This is an optimization exercise on Yosys and OpenROAD, whose aim is small area, not a production implementation. Function was checked by simulation only, so behaviour that the tests miss may differ from the original. Power is estimated from default activity; no workload was simulated.

==> inputs of delta <==
==> flow/design.v <==
module keyscan_key (
    input  wire [33:0] rec,
    input  wire        sample,
    input  wire        init,       
    input  wire        force_ch,   
    input  wire        step,       
    input  wire [15:0] cfg_np,
    input  wire [15:0] cfg_nr,
    input  wire [15:0] cfg_l1,
    input  wire [15:0] cfg_l2,
    input  wire [15:0] cfg_l3,
    input  wire [15:0] cfg_ndc,
    output wire [33:0] rec_nx,
    output wire        is_held,    
    output wire        is_cand,    
    output wire        emit,
    output wire [2:0]  emit_kind,
    output wire        emit_idle    
);
    localparam [1:0] M_PD = 2'd0, M_P = 2'd1, M_RD = 2'd2, M_WS = 2'd3;
    wire [1:0]  t     = rec[33:32];
    wire [15:0] cnt_a = rec[31:16];
    wire [15:0] cnt_b = rec[15:0];
    wire        pk = (t == 2'b11);
    wire [1:0]  m0 = pk ? cnt_b[4:3] : ((&cnt_a) ? M_P : M_RD);
    wire [2:0]  c0 = pk ? cnt_b[2:0] : {1'b0, t};
    wire [1:0]  m  = init ? M_PD : m0;
    wire [2:0]  c  = init ? 3'd7 : ((force_ch && m0 == M_P) ? 3'd5 : c0);
    wire        s  = sample;
    wire in_pd = (m == M_PD);
    wire in_p  = (m == M_P);
    wire in_rd = (m == M_RD);
    wire in_ws = (m == M_WS);
    wire c_idle = (c == 3'd7);    
    wire c_pdi  = (c == 3'd6);    
    wire c_lp   = ~c[2] & ~(c[1] & c[0]);   
    wire c_ch   = (c == 3'd5);
    wire [15:0] cnt  = cnt_a & (cnt_b | {16{~in_p}});
    wire        adv;
    wire [15:0] incd = cnt + {15'd0, adv};
    reg [15:0] thr;
    always @* begin
        case (m)
            M_PD: thr = cfg_np;
            M_RD: thr = cfg_nr;
            M_WS: thr = cfg_ndc;
            default: thr = (c[1] ? cfg_l3 : (c[0] ? cfg_l2 : cfg_l1));
        endcase
    end
    wire reach = (incd >= thr);    
    wire pd_cnt   = in_pd & ~c_idle & s;            
    wire confirm  = pd_cnt & reach;
    wire p_cnt    = in_p & s;
    wire p_up     = p_cnt & c_lp & reach;            
    wire idl_cnt  = (in_rd | in_ws) & ~s;             
    wire idl_end  = idl_cnt & reach;
    wire ws_emit  = in_ws & idl_end;
    reg [1:0] sm;
    reg [2:0] sc;
    always @* begin
        sm = m;
        sc = c;
        if (in_pd) begin
            if (c_idle) begin
                if (s) sc = 3'd6;
            end else if (s) begin
                if (reach) begin
                    sm = M_P;
                    sc = c_pdi ? 3'd0 : 3'd4;
                end
            end else if (c_pdi) begin
                sc = 3'd7;
            end else begin
                sm = M_WS;
            end
        end else if (in_p) begin
            if (s) begin
                if (p_up) sc = c + 3'd1;
            end else begin
                sm = M_RD;
            end
        end else if (in_rd) begin
            if (s) sm = M_P;
            else if (reach) begin
                if (c_ch) begin
                    sm = M_PD;
                    sc = 3'd7;
                end else begin
                    sm = M_WS;
                end
            end
        end else begin
            if (s) sm = M_PD;
            else if (reach) begin
                sm = M_PD;
                sc = 3'd7;
            end
        end
    end
    wire [1:0] n_m = step ? sm : m;
    wire [2:0] n_c = step ? sc : c;
    assign adv  = step & (pd_cnt | p_cnt | idl_cnt);
    wire clr_a = step & ((in_pd & c_idle & s) | (in_p & ~s) | idl_end | (in_ws & s));
    wire clr_b = step & confirm;
    wire [15:0] n_a = clr_a ? 16'd0 : incd;    
    wire [15:0] n_b = in_p ? incd : (clr_b ? 16'd0 : cnt_b);
    assign emit       = step & (confirm | p_up | ws_emit);
    assign emit_kind  = in_ws ? c + 3'd1 : (in_p ? c + 3'd2 : 3'd1);
    assign emit_idle  = in_ws;
    assign is_held = (n_m == M_P);
    assign is_cand = is_held && (n_c != 3'd5);
    wire n_unpacked = (n_m[0] ^ n_m[1]) & ~n_c[2] & ~(n_c[1] & n_c[0]);
    wire n_in_p     = (n_m == M_P);
    assign rec_nx = n_unpacked ? {n_c[1:0], n_a | {16{n_in_p}}, n_b}
                               : {2'b11, n_a, n_b[15:5], n_m, n_c};
endmodule
module keyscan16 (
    input  wire        clk,
    input  wire        rst,
    input  wire [15:0] cfg_np,
    input  wire [15:0] cfg_nr,
    input  wire [15:0] cfg_l1,
    input  wire [15:0] cfg_l2,
    input  wire [15:0] cfg_l3,
    input  wire [15:0] cfg_ndc,
    input  wire        scan,
    input  wire [15:0] keys,
    input  wire        clear,
    output wire        ready,
    output wire [7:0]  ev_key,
    output wire [2:0]  ev_kind,
    output wire [3:0]  ev_state,
    output reg  [15:0] ev_mask
);
    localparam integer RW = 34;
    reg [16*RW-1:0] ring;
    reg [3:0]       phase;
    reg             busy;       
    reg             init;       
    reg             force_ch;   
    reg [7:0]       smp_lo;     
    reg [7:0]       smp_hi;     
    reg [1:0]       cands;
    reg             anyheld;
    reg             hi_em;      
    reg             active;
    reg             ev_none;
    reg [3:0]       ev_idx;
    reg [2:0]       ev_k;
    reg             ev_z;       
    assign ev_key   = {{4{ev_none}}, ev_idx};
    assign ev_kind  = ev_k;
    assign ev_state = ev_z ? 4'd0 : (ev_k == 3'd6 ? 4'd6 : {1'b0, ev_k} + 4'd1);
    wire first = (phase[2:0] == 3'd0);
    wire last  = (phase[2:0] == 3'd7);
    assign ready = first & ~busy;
    wire accept_scan  = ready & scan;
    wire accept_clear = ready & clear;
    wire step = busy | accept_scan;
    wire swap = phase[3];
    wire s_lo = accept_scan ? keys[0] : smp_lo[0];
    wire s_hi = accept_scan ? keys[8] : smp_hi[0];
    wire [RW-1:0] tail0, tail8;
    wire          held0, held8, cand0, cand8, emit0, emit8;
    wire [2:0]    kind0, kind8;
    wire          z0, z8;
    keyscan_key u_step0 (
        .rec(ring[0 +: RW]), .sample(swap ? s_hi : s_lo),
        .init(init), .force_ch(force_ch), .step(step),
        .cfg_np(cfg_np), .cfg_nr(cfg_nr), .cfg_l1(cfg_l1), .cfg_l2(cfg_l2),
        .cfg_l3(cfg_l3), .cfg_ndc(cfg_ndc),
        .rec_nx(tail0), .is_held(held0), .is_cand(cand0),
        .emit(emit0), .emit_kind(kind0), .emit_idle(z0)
    );
    keyscan_key u_step8 (
        .rec(ring[8*RW +: RW]), .sample(swap ? s_lo : s_hi),
        .init(init), .force_ch(force_ch), .step(step),
        .cfg_np(cfg_np), .cfg_nr(cfg_nr), .cfg_l1(cfg_l1), .cfg_l2(cfg_l2),
        .cfg_l3(cfg_l3), .cfg_ndc(cfg_ndc),
        .rec_nx(tail8), .is_held(held8), .is_cand(cand8),
        .emit(emit8), .emit_kind(kind8), .emit_idle(z8)
    );
    wire held_lo = swap ? held8 : held0;
    wire held_hi = swap ? held0 : held8;
    wire       em_hi   = swap ? emit0 : emit8;
    wire       em_lo   = swap ? emit8 : emit0;
    wire [2:0] kind_hi = swap ? kind0 : kind8;
    wire [2:0] kind_lo = swap ? kind8 : kind0;
    wire       z_hi    = swap ? z0 : z8;
    wire       z_lo    = swap ? z8 : z0;
    wire       hi_em_cur = accept_scan ? 1'b0 : hi_em;
    wire [1:0] cands_cur = accept_scan ? 2'd0 : cands;
    wire       held_cur  = accept_scan ? 1'b0 : anyheld;
    wire [1:0] cands_nx  = (cands_cur == 2'd2 || (cand0 && cand8)) ? 2'd2 :
                           cands_cur + {1'b0, cand0 | cand8};
    wire       held_nx   = held_cur | held0 | held8;
    wire [7:0] mask_lo   = {held_lo, smp_lo[7:1]};
    wire [7:0] mask_hi   = {held_hi, smp_hi[7:1]};
    wire combo_press   = (cands_nx == 2'd2);
    wire combo_release = !combo_press && active && !held_nx;
    always @(posedge clk) begin
        ring  <= {tail0, ring[16*RW-1:9*RW], tail8, ring[8*RW-1:RW]};
        phase <= rst ? 4'd0 : phase + 4'd1;
        if (accept_scan) begin
            smp_lo <= {held_lo, keys[7:1]};
            smp_hi <= {held_hi, keys[15:9]};
        end else begin
            smp_lo <= mask_lo;
            smp_hi <= mask_hi;
        end
        cands   <= cands_nx;
        anyheld <= held_nx;
        hi_em   <= hi_em_cur | em_hi;
    end
    always @(posedge clk) begin
        if (rst) begin
            busy     <= 1'b0;
            init     <= 1'b1;
            force_ch <= 1'b0;
            active   <= 1'b0;
            ev_none  <= 1'b1;
            ev_idx   <= 4'hF;
            ev_k     <= 3'd0;
            ev_z     <= 1'b1;
            ev_mask  <= 16'd0;
        end else begin
            if (first)
                busy <= accept_scan;
            if (last) begin
                busy     <= 1'b0;
                init     <= 1'b0;
                force_ch <= busy & combo_press;
            end
            if (accept_clear) begin
                ev_none <= 1'b1;
                ev_idx  <= 4'hF;
                ev_k    <= 3'd0;
                ev_z    <= 1'b1;
                ev_mask <= 16'd0;
            end
            if (step) begin
                if (last && combo_press) begin
                    active  <= 1'b1;
                    ev_none <= 1'b1;
                    ev_idx  <= 4'hF;
                    ev_k    <= 3'd6;
                    ev_z    <= 1'b0;
                    ev_mask <= {mask_hi, mask_lo};
                end else if (last && combo_release) begin
                    active  <= 1'b0;
                    ev_none <= 1'b1;
                    ev_idx  <= 4'hF;
                    ev_k    <= 3'd7;
                    ev_z    <= 1'b1;
                    ev_mask <= 16'd0;
                end else if (em_hi) begin
                    ev_none <= 1'b0;
                    ev_idx  <= {1'b1, phase[2:0]};
                    ev_k    <= kind_hi;
                    ev_z    <= z_hi;
                    ev_mask <= 16'd0;
                end else if (em_lo && !hi_em_cur) begin
                    ev_none <= 1'b0;
                    ev_idx  <= {1'b0, phase[2:0]};
                    ev_k    <= kind_lo;
                    ev_z    <= z_lo;
                    ev_mask <= 16'd0;
                end
            end
        end
    end
endmodule
==> flow/run.sh <==
#!/bin/bash
# synth_recipe.tcl (not shown) runs the flow's synth.tcl, then flattens the netlist and writes it again
# the make line also repeats each setting of config.mk as NAME=value (left out here)
make -C /OpenROAD-flow-scripts/flow DESIGN_CONFIG=/design/flow/config.mk WORK_HOME=/design/flow/orfs CLKGATE_MAP_FILE= SYNTH_SCRIPT=/design/flow/synth_recipe.tcl finish
==> flow/config.mk <==
export PLATFORM = sky130hd
export DESIGN_NAME = keyscan16
export DESIGN_NICKNAME = keyscan16
export VERILOG_FILES = /design/flow/design.v
export SDC_FILE = /design/flow/constraint.sdc
export NUM_CORES = 8
export LEC_CHECK = 0
export CAP_MARGIN = 20
export CORE_MARGIN = 2
export CORE_UTILIZATION = 40
export CTS_BUF_LIST = sky130_fd_sc_hd__clkbuf_16
export CTS_CLUSTER_DIAMETER = 100
export CTS_CLUSTER_SIZE = 30
export SLEW_MARGIN = 20
==> flow/constraint.sdc <==
create_clock -name core_clock -period 12.0 [get_ports {clk}]
set_input_delay 2.4000 -clock core_clock [delete_from_list [all_inputs] [get_ports {clk}]]
set_output_delay 2.4000 -clock core_clock [all_outputs]
set_load 0.01 [all_outputs]
==> raven (differences from delta) <==
--- a/flow/design.v
+++ b/flow/design.v
@@ -40,11 +40,11 @@
     wire [15:0] incd = cnt + {15'd0, adv};
-    reg [15:0] thr;
-    always @* begin
-        case (m)
-            M_PD: thr = cfg_np;
-            M_RD: thr = cfg_nr;
-            M_WS: thr = cfg_ndc;
-            default: thr = (c[1] ? cfg_l3 : (c[0] ? cfg_l2 : cfg_l1));
-        endcase
-    end
+    wire sel_np  = in_pd;
+    wire sel_nr  = in_rd;
+    wire sel_ndc = in_ws;
+    wire sel_l1  = in_p & ~c[1] & ~c[0];
+    wire sel_l2  = in_p & c[0];
+    wire sel_l3  = in_p & c[1];
+    wire [15:0] thr = ({16{sel_np}} & cfg_np) | ({16{sel_nr}} & cfg_nr) |
+                      ({16{sel_ndc}} & cfg_ndc) | ({16{sel_l1}} & cfg_l1) |
+                      ({16{sel_l2}} & cfg_l2) | ({16{sel_l3}} & cfg_l3);
     wire reach = (incd >= thr);    
@@ -184,9 +184,8 @@
     wire held_hi = swap ? held0 : held8;
-    wire       em_hi   = swap ? emit0 : emit8;
-    wire       em_lo   = swap ? emit8 : emit0;
-    wire [2:0] kind_hi = swap ? kind0 : kind8;
-    wire [2:0] kind_lo = swap ? kind8 : kind0;
-    wire       z_hi    = swap ? z0 : z8;
-    wire       z_lo    = swap ? z8 : z0;
-    wire       hi_em_cur = accept_scan ? 1'b0 : hi_em;
+    wire hi_em_cur = accept_scan ? 1'b0 : hi_em;
+    wire w0 = emit0 & (swap | (~hi_em_cur & ~emit8));
+    wire w8 = emit8 & (~swap | (~hi_em_cur & ~emit0));
+    wire       w_idx3 = w0 ? swap : ~swap;
+    wire [2:0] w_kind = w0 ? kind0 : kind8;
+    wire       w_z    = w0 ? z0 : z8;
     wire [1:0] cands_cur = accept_scan ? 2'd0 : cands;
@@ -212,3 +211,3 @@
         anyheld <= held_nx;
-        hi_em   <= hi_em_cur | em_hi;
+        hi_em   <= hi_em_cur | (swap ? emit0 : emit8);
     end
@@ -255,13 +254,7 @@
                     ev_mask <= 16'd0;
-                end else if (em_hi) begin
+                end else if (w0 | w8) begin
                     ev_none <= 1'b0;
-                    ev_idx  <= {1'b1, phase[2:0]};
-                    ev_k    <= kind_hi;
-                    ev_z    <= z_hi;
-                    ev_mask <= 16'd0;
-                end else if (em_lo && !hi_em_cur) begin
-                    ev_none <= 1'b0;
-                    ev_idx  <= {1'b0, phase[2:0]};
-                    ev_k    <= kind_lo;
-                    ev_z    <= z_lo;
+                    ev_idx  <= {w_idx3, phase[2:0]};
+                    ev_k    <= w_kind;
+                    ev_z    <= w_z;
                     ev_mask <= 16'd0;
==> flow/flow/run.sh (new file) <==
#!/bin/bash
# Own layout flow: the standard flow, except that synthesis maps the
# logic with an area-oriented ABC script and without ORFS's adder maps
# (registers come out exactly as in the standard synthesis), and that the
# buffer placed on every input and output port is the smallest buffer cell.
set -euo pipefail
W=$(pwd)
export FLOW_FLOW_DIR="$W/flow"
make -C "$FLOW_HOME" DESIGN_CONFIG="$W/config.mk" WORK_HOME="$W/orfs" CLKGATE_MAP_FILE= \
  SYNTH_SCRIPT="$W/flow/synth.tcl" ADDER_MAP_FILE= synth > "$W/synth.log" 2>&1
bash "$W/standard.sh" "BUFFER_PORTS_ARGS=-buffer_cell sky130_fd_sc_hd__buf_1" finish > "$W/layout.log" 2>&1
==> flow/flow/area.abc (new file) <==
strash
&get -n
&st
&deepsyn -T 150
&st
&deepsyn -T 150
&dch -f
&nf -R 1000 -p -F 8 -C 32
&put
==> flow/flow/synth.tcl (new file) <==
# The standard synthesis (synth_recipe.tcl), with two changes to the
# combinational mapping only: no Kogge-Stone carry map, and ABC run with
# an area-oriented script (flow/area.abc) instead of ORFS's speed script.
proc synth {args} {
  set i [lsearch $args -extra-map]
  if {$i >= 0} { set args [lreplace $args $i [expr {$i + 1}]] }
  yosys synth -nofsm -noshare {*}$args
}
proc abc {args} {
  set out {}
  set skip 0
  foreach a $args {
    if {$skip} { set skip 0; continue }
    if {$a eq "-script" || $a eq "-D"} { set skip 1; continue }
    lappend out $a
  }
  yosys abc -script $::env(FLOW_FLOW_DIR)/area.abc {*}$out
}
source $::env(SCRIPTS_DIR)/synth.tcl
# left out here: clear keep_hierarchy, flatten, clean up, hide names made inside functions, write 1_2_yosys.v
==> flow/standard.sh (new file) <==
#!/bin/bash
# synth_recipe.tcl (not shown) runs the flow's synth.tcl, then flattens the netlist and writes it again
# the make line also repeats each setting of config.mk as NAME=value (left out here)
make -C /OpenROAD-flow-scripts/flow DESIGN_CONFIG=/design/flow/config.mk WORK_HOME=/design/flow/orfs CLKGATE_MAP_FILE= SYNTH_SCRIPT=/design/flow/synth_recipe.tcl "${@:-finish}"
removed: flow/run.sh
==> summary of the runs <==
Of raven and delta, delta has the higher count of clock-buffer cells in the layout (gap 1). Of raven and delta, delta has the higher first-iteration DRC count (gap 21%, measured against delta). In raven the via count is smaller than in delta, by about 19%. Of delta and raven, raven has the higher worst setup slack (gap 0.65 ns). Clock power: raven is smaller than delta (5.7%). Of raven and delta, raven has the higher worst hold slack (gap 0.0093 ns). Of raven and delta, delta has the higher die area (gap about 15%, measured against delta). Flip-flop and latch count is the same in raven and delta. Of delta and raven, raven has the higher register-to-register slack (gap 0.41 ns). Clock skew: raven is higher than delta (0.014 ns). Between raven and delta, the lower combinational power is in raven (gap about 50%, measured against delta).

-- separate check: timing with driven ports --
In the flow no input, the clock included, has a driving cell. The finished layouts below were timed again as built, in two steps.
Step 1 assumes that a clkbuf_16 drives the clock port and a buf_2 every other input.
Step 2 adds t to the input delays and takes it off the output delays; t is the mean of the earliest and latest rising clock arrival at the registers after step 1. Input paths then give back, and output paths get back, about the clock's delay inside the block.
Slacks: ideal / step 1 / step 2; pairs: ideal / step 1.
| run | t (ns) | setup slack, ns | slew at the worst register clock pin (ns) | cell pins on the clock port's net |
|---|---|---|---|---|
| delta | 0.641 | 1.056 / 1.090 / 0.449 | 0.11 / 0.11 | 1 |
| raven | 0.613 | 1.705 / 1.732 / 1.119 | 0.11 / 0.11 | 1 |
After both steps every run listed still meets setup and hold. The setup slack of delta, which loses most, moves by +0.034 ns with the drivers and by -0.607 ns with both steps.
